This is an optimization exercise on Yosys and OpenROAD, whose aim is small area, a short achievable clock period and few clock cycles, not a production implementation. RTL that was checked went through simulation tests only; none was proved equivalent to the original. Power and IR drop assume default switching activity.

Design gmc4_core, start of the top module:
module gmc4_core (
    input  wire       clk,
    input  wire       rst,
    input  wire       cmd_valid,
    output wire       cmd_ready,
    input  wire [2:0] cmd_op,
    input  wire [7:0] cmd_addr,
    input  wire [3:0] cmd_data,
    output reg  [3:0] rdata,
    output reg  [4:0] step_delay,
    output reg  [3:0] reg_a,
    output reg  [3:0] reg_b,
    output reg  [3:0] reg_y,
    output reg  [3:0] reg_z,
    output reg  [6:0] pc,
    output reg        flag,
    output reg  [3:0] display,
    output reg  [6:0] leds,
    output reg  [4:0] sound,
    output reg        halted,
    output reg        waiting
);
==> flow/config.mk <==
export PLATFORM = sky130hd
export DESIGN_NAME = gmc4_core
export DESIGN_NICKNAME = gmc4_core
export VERILOG_FILES = /design/flow/design.v
export SDC_FILE = /design/flow/constraint.sdc
export NUM_CORES = 4
export LEC_CHECK = 0
export CAP_MARGIN = 20
export CORE_MARGIN = 2
export CORE_UTILIZATION = 60
export SLEW_MARGIN = 20
==> flow/constraint.sdc <==
create_clock -name core_clock -period 12.0 [get_ports {clk}]
set_input_delay 2.4000 -clock core_clock [delete_from_list [all_inputs] [get_ports {clk}]]
set_output_delay 2.4000 -clock core_clock [all_outputs]
set_load 0.01 [all_outputs]
standard.sh (not shown) runs the stock make flow with config.mk's settings and CLKGATE_MAP_FILE= SYNTH_SCRIPT=/design/flow/synth_recipe.tcl, a recipe that flattens the netlist after the stock synthesis.
==> flow/flow/run.sh <==
#!/bin/bash
# Standard layout (the standard.sh: unchanged synthesis, floorplan, place,
# CTS, route), with the resizer's setup target tightened: repair_timing works
# until the setup slack is at least SETUP_SLACK_MARGIN. The clock period and
# the constraints stay the design's. Each tool's output is in orfs/logs/.
set -euo pipefail
bash standard.sh SETUP_SLACK_MARGIN=7.5 finish > standard.log 2>&1
Then changed:
--- a/flow/flow/run.sh
+++ b/flow/flow/run.sh
@@ -7 +7 @@
-bash standard.sh SETUP_SLACK_MARGIN=7.5 finish > standard.log 2>&1
+bash standard.sh SETUP_SLACK_MARGIN=8 finish > standard.log 2>&1
Outcome: The changed run completed with no timing, DRC or antenna violations; non-clock buffer count rises by 131; global-route usage rose by 1.5 points; power rose by 6.3%; design area went up by 11%; die area does not change; clock skew came out lower by 0.017 ns; via count went up by 5.2%; sequential cell count is unchanged; worst setup slack improved by 0.17 ns; critical path depth grows by 10; hold slack is better by 0.0046 ns.
No run of this note included a check of the RTL's function; only the layout flow was run.

========
## run A
gmc4_core, a different RTL version from the one above (not shown whole).
Size: ~610 flip-flops, about 70 I/O pins.
Settings: LEC_CHECK=0, CAP_MARGIN=20, CORE_MARGIN=2, CORE_UTILIZATION=60, SLEW_MARGIN=20; clock period 12.0 ns.
==> flow/flow/run.sh <==
#!/bin/bash
# Standard layout (the standard.sh: unchanged synthesis, floorplan, place,
# CTS, route), with the resizer's setup target tightened: repair_timing works
# until the setup slack is at least SETUP_SLACK_MARGIN. The clock period and
# the constraints stay the design's. CTS adds no dummy loads. Each tool's
# output is in orfs/logs/.
set -euo pipefail
bash standard.sh SETUP_SLACK_MARGIN=7.75 \
  "CTS_ARGS=-sink_clustering_enable -repair_clock_nets -dont_use_dummy_load" \
  finish > standard.log 2>&1
Testbench counts of run A, summed over its fixed seeds: cycles 42,055.
Input-level comparison between run B and run A:
-- flow/flow/run.sh --
<<< run A, line 5
# the constraints stay the design's. CTS adds no dummy loads. Each tool's
# output is in orfs/logs/.
>>> run B, line 5
# the constraints stay the design's. Every port still gets a buffer (buf_2).
# CTS adds no dummy loads and clusters up to 25 sinks per leaf buffer.
# Each tool's output is in orfs/logs/.
<<< run A, line 8
bash standard.sh SETUP_SLACK_MARGIN=7.75 \
  "CTS_ARGS=-sink_clustering_enable -repair_clock_nets -dont_use_dummy_load" \
>>> run B, line 9
bash standard.sh SETUP_SLACK_MARGIN=7.5 \
  "BUFFER_PORTS_ARGS=-buffer_cell sky130_fd_sc_hd__buf_2" \
  "CTS_ARGS=-sink_clustering_enable -repair_clock_nets -dont_use_dummy_load -sink_clustering_size 25 -sink_clustering_max_diameter 80" \
Reported for run B and run A, remaining antenna violation count after routing turned out identical to the last digit. Run B ends up with a portion of the clock cycle consumed by the worst path in the final layout that is 0.57 points higher than in run A. Summary of the comparison: minimum clock period after layout is higher in run B, relative to run A. Setup slack: run B less than run A. The met2 layer wire length in the routed design in run A is 1.06 times that in run B. Comparing run B and run A, routed length on met3 is lower on run B. Compared with run A, run B shows a total internal power that is 12% lower.
Modified inputs, run C compared to run B
==> flow/flow/run.sh <==
#!/bin/bash
# Standard layout (the standard.sh: unchanged synthesis, floorplan, place,
# CTS, route), with the resizer's setup target tightened: repair_timing works
# until the setup slack is at least SETUP_SLACK_MARGIN. The clock period and
# the constraints stay the design's. CTS adds no dummy loads. Each tool's
# output is in orfs/logs/.
set -euo pipefail
bash standard.sh SETUP_SLACK_MARGIN=7.5 \
  "CTS_ARGS=-sink_clustering_enable -repair_clock_nets -dont_use_dummy_load -buf_list {sky130_fd_sc_hd__clkbuf_4 sky130_fd_sc_hd__clkbuf_8}" \
  finish > standard.log 2>&1
-- flow/config.mk --
<<< run B, line 10
export CORE_UTILIZATION = 60
>>> run C, line 10
export CORE_UTILIZATION = 70
export CTS_BUF_LIST = sky130_fd_sc_hd__clkbuf_4 sky130_fd_sc_hd__clkbuf_8
--- outcome ---
Looking at global-route wire length before repair across run B and run C, the one that comes out lower is run B. Sort run B and run C by CTS buffer count, ascending, and run B comes first. Run B -> run C: sum of met2 wire segment lengths after detailed routing increased by more than 10%. Re post-detailed-placement cell area: run B was lower than run C. Compared with run B, in run C count of sequential standard cells essentially unchanged; final area went up about 4.3%.
The following lists how run D was set up differently from run C:
-- flow/flow/run.sh --
<<< run C, line 5
# the constraints stay the design's. CTS adds no dummy loads. Each tool's
# output is in orfs/logs/.
>>> run D, line 5
# the constraints stay the design's. CTS adds no dummy loads and clusters up
# to 30 sinks per leaf buffer. Each tool's output is in orfs/logs/.
<<< run C, line 9
  "CTS_ARGS=-sink_clustering_enable -repair_clock_nets -dont_use_dummy_load -buf_list {sky130_fd_sc_hd__clkbuf_4 sky130_fd_sc_hd__clkbuf_8}" \
>>> run D, line 9
  "CTS_ARGS=-sink_clustering_enable -repair_clock_nets -dont_use_dummy_load -sink_clustering_size 30 -sink_clustering_max_diameter 100" \
-- flow/config.mk --
<<< run C, line 10
export CORE_UTILIZATION = 70
export CTS_BUF_LIST = sky130_fd_sc_hd__clkbuf_4 sky130_fd_sc_hd__clkbuf_8
>>> run D, line 10
export CORE_UTILIZATION = 60
Findings:
The run with more routed wire is run C, not run D.
The global-route usage of run D is lower than that of run C.
Run D: no failed stages, no open violations at the end
Largest net degree at the start of global routing (run D vs. run C) decreases by more than 10%
Lower minimum clock period goes to run D over run C.
Looking at sequential share of layout area, run D sits above run C.
Post-route cell area of run D falls short of that of run C by a few percent.
In run D the met3 routed wirelength turned out about 44% lower than in run C.
The share of the core filled with cells in run D sits 13 points below the value recorded for run C.
Of run C and run D, the higher total number of vias belongs to run C.
Final clock skew (lower): run D
Setup changes, run D to run E
==> flow/flow/run.sh <==
#!/bin/bash
# Standard layout (the standard.sh: unchanged synthesis, floorplan, place,
# CTS, route), with the resizer's setup target tightened: repair_timing works
# until the setup slack is at least SETUP_SLACK_MARGIN. The clock period and
# the constraints stay the design's. Every port still gets a buffer (buf_2).
# CTS adds no dummy loads and clusters up to 25 sinks per leaf buffer.
# Each tool's output is in orfs/logs/.
set -euo pipefail
bash standard.sh SETUP_SLACK_MARGIN=7.25 \
  "BUFFER_PORTS_ARGS=-buffer_cell sky130_fd_sc_hd__buf_2" \
  "CTS_ARGS=-sink_clustering_enable -repair_clock_nets -dont_use_dummy_load -sink_clustering_size 25 -sink_clustering_max_diameter 80" \
  finish > standard.log 2>&1
[summary]
Run E: PASS, flow complete, no timing, DRC or antenna violations
Run E and run D ended up with nearly the same multi-input combinational gate total.
Re shortest clock period the worst path allows after layout: run E is 0.083 ns up on run D.
Delta (run E minus run D): detail-routed net length per standard cell lost about 1.4%, number of H-tree levels picked up an extra 1.
| number of cells after detailed placement | run E vs run D | ≈ equal |
Number of filler cells placed in the layout of run E exceeds that of run D by a few percent.
Wire length of the first global-routing pass was higher in the run labelled run D.
Comparing run E and run D, the lower share of final layout cell area taken by clock buffers and inverters was measured on run D.
On met2 track demand over resource in global routing: run E sits below run D.
[diff] relative max-transition margin, run E relative to run D: regression
The slowest library cell on the worst path comes out o21ai_0 in one run and mux4_2 in the other, namely in run E and run D respectively.

-- what the ideal ports hide --
No port has a modelled driver above. Below, the same layouts with a new extraction and two added sets of constraints.
Step 1, drivers: a clkbuf_16 drives clk and a buf_2 each remaining input, both assumed.
Step 2, shift: input delay + t, output delay - t, t = (earliest + latest rising clock arrival at the registers) / 2. This alone moves slack from input paths to output paths.
Slacks: ideal ports / drivers / drivers and shift; pairs: ideal ports / drivers.
| run | t (ns) | setup WS [ns] | worst setup path after step 2 | pins driven straight from the clock port |
|---|---|---|---|---|
| the first run of note 1 | 0.714 | 7.459 / 7.481 / 6.785 | input to register | 1 |
| the second run of note 1 | 0.699 | 7.627 / 7.627 / 7.189 | input to register | 1 |
| run A | 0.680 | 7.449 / 7.449 / 7.095 | input to register | 1 |
| run B | 0.627 | 7.381 / 7.424 / 6.797 | input to register | 1 |
| run C | 0.762 | 7.157 / 7.183 / 6.420 | input to register | 1 |
| run D | 0.631 | 7.399 / 7.399 / 6.914 | input to register | 1 |
| run E | 0.621 | 7.316 / 7.320 / 6.733 | input to register | 1 |
After both steps setup and hold are still met in every run listed. For run C, which loses most, drivers alone change the setup slack by +0.026 ns; drivers and shift together by -0.737 ns.
